What follows belongs to an exercise in optimizing a design on an open flow for a short achievable clock period and few clock cycles; a production flow would make more cautious choices.
The RTL was checked by simulation tests, not by an equivalence proof against the original design.
Power and IR drop assume default switching activity.

Setup of east:
Design pxc_decoder, start of the top module:
module pxc_decoder (
    input             clk,
    input             rst,
    input             start,
    input      [3:0]  op,
    input      [4:0]  fmt,
    input      [10:0] width,
    input      [10:0] height,
    input      [23:0] in_len,
    output            busy,
    output reg        done,
    output reg [2:0]  sel_codec,
    output reg        sel_ov,
    output reg        sel_lr,
    output reg [1:0]  err,
    output reg [10:0] err_info,
    output reg        w_rsvd,
    output reg        w_dim,
    output reg        w_fmt,
    output reg        w_trunc,
    output reg        w_fallback,
    output reg [31:0] hdr,
    output            in_re,
    output     [21:0] in_addr,
    input      [31:0] in_rdata,
    output            pal_re,
    output     [7:0]  pal_raddr,
    input      [31:0] pal_rdata,
    output reg        pal_we,
    output reg [7:0]  pal_waddr,
    output reg [31:0] pal_wdata,
    output reg        out_we,
    output reg [21:0] out_addr,
    output reg [31:0] out_data
);
Size in the first run: about 7,300 cells after synthesis, about 1,800 flip-flops, about 310 I/O pins.
Settings: LEC_CHECK=0, ABC_CLOCK_PERIOD_IN_PS=1800, CAP_MARGIN=40, CORE_MARGIN=2, CORE_UTILIZATION=50, PLACE_DENSITY=0.65, SETUP_SLACK_MARGIN=4.0, SLEW_MARGIN=40; clock period 6.5 ns.
run.sh (not shown) runs the stock make flow with config.mk's settings and CLKGATE_MAP_FILE= SYNTH_SCRIPT=/design/flow/synth_recipe.tcl, a recipe that flattens the netlist after the stock synthesis.
Testbench counts of east, summed over its fixed seeds: cycles 86,281.
Changes in middle relative to east:
- SETUP_SLACK_MARGIN: 4.0 -> 3.8
middle did not stop at any stage, and its layout met the timing, DRC and antenna checks. Every stage of the flow completed for east, and the final layout passed the timing, DRC and antenna checks. The higher maximum vdd drop of east and middle is in east. Routed wire length of middle falls short of that of east by a few percent. Between east and middle, switching part of the total power is higher for east, middle comes in under that. When middle is measured against east, its critical path required time turns out 0.03 ns lower. middle against east: worst setup slack for register-to-register paths lower; clock skew higher. Compared with east, middle shows a lower first-pass GRT wire length. When middle is set beside east, its part of the total power dissipated in combinational logic turns out to be 1.8 points smaller. Summary: with east as the reference, sum of internal, switching and leakage power in middle moved down slightly.

pxc_decoder, a different RTL version from the one above (not shown whole).
For scale: ~1800 flip-flops, about 80000 µm² of cells after synthesis.
## pxc_decoder
module pxc_decoder (
    input             clk,
    input             rst,
    input             start,
    input      [3:0]  op,
    input      [4:0]  fmt,
    input      [10:0] width,
    input      [10:0] height,
    input      [23:0] in_len,
    output            busy,
    output reg        done,
    output reg [2:0]  sel_codec,
    output reg        sel_ov,
    output reg        sel_lr,
    output reg [1:0]  err,
    output reg [10:0] err_info,
    output reg        w_rsvd,
    output reg        w_dim,
    output reg        w_fmt,
    output reg        w_trunc,
    output reg        w_fallback,
    output reg [31:0] hdr,
    output            in_re,
    output     [21:0] in_addr,
    input      [31:0] in_rdata,
    output            pal_re,
    output     [7:0]  pal_raddr,
    input      [31:0] pal_rdata,
    output reg        pal_we,
    output reg [7:0]  pal_waddr,
    output reg [31:0] pal_wdata,
    output reg        out_we,
    output reg [21:0] out_addr,
    output reg [31:0] out_data
);
    localparam ERR_NONE    = 2'd0;
  ...
make LEC_CHECK=0 ABC_CLOCK_PERIOD_IN_PS=1800 CAP_MARGIN=40 CORE_MARGIN=2 CORE_UTILIZATION=55 PLACE_DENSITY=0.7 SETUP_SLACK_MARGIN=3.8 SLEW_MARGIN=40 finish   # period 6.5 ns
The starting point completed without violations.
Testbench counts at the start, summed over its fixed seeds: cycles 86,281.
Then changed:
Settings changed: CORE_UTILIZATION 55 to 50, PLACE_DENSITY 0.7 to 0.65.
What happened:
- The changed run finished with timing, DRC and antenna clean
- setup slack is better by 0.084 ns
- synthesized area stays the same
- first-iteration DRC count drops by 5.4%
- cell count climbs by 1.8%
Then changed:
Settings changed: CORE_UTILIZATION 50 to 45, PLACE_DENSITY 0.65 to 0.62, SETUP_SLACK_MARGIN 3.8 to 3.6.
=>
- The new run completed with no timing, DRC or antenna violations
- area after synthesis does not change
- clock-buffer cell count falls by 6
- register-to-register slack gets worse by 0.12 ns
- sequential share of layout area goes up by 0.13 points
- die area went up by about 11%

==> re-timing with driven ports <==
The results above use ideal ports. As a check the final layouts listed here were re-extracted and re-timed, cells and wires unchanged.
Step 1 assumes that a clkbuf_16 drives the clock port and a buf_2 every other input.
Step 2 adds t to the input delays and takes it off the output delays; t is the mean of the earliest and latest rising clock arrival at the registers after step 1. Input paths then give back, and output paths get back, about the clock's delay inside the block.
Three values: no drivers, after step 1, after step 2; two values: the first two.
run | shift t [ns] | slack for setup (ns) | hold slack, ns | worst slew at a driven data input, ns
east | 0.893 | 3.649 / 3.649 / 3.132 | 0.302 / 0.302 / 0.302 | 0.20
middle | 0.885 | 3.632 / 3.632 / 3.068 | 0.322 / 0.322 / 0.322 | 0.10
the first run of note 2 | 0.875 | 3.567 / 3.567 / 2.986 | 0.314 / 0.314 / 0.314 | 0.11
the second run of note 2 | 0.903 | 3.651 / 3.651 / 2.865 | 0.321 / 0.321 / 0.321 | 0.11
the third run of note 2 | 0.901 | 3.528 / 3.528 / 2.794 | 0.323 / 0.323 / 0.323 | 0.11
After both steps every run listed still meets setup and hold. The setup slack of the second run of note 2, which loses most, moves by 0.000 ns with the drivers and by -0.786 ns with both steps.
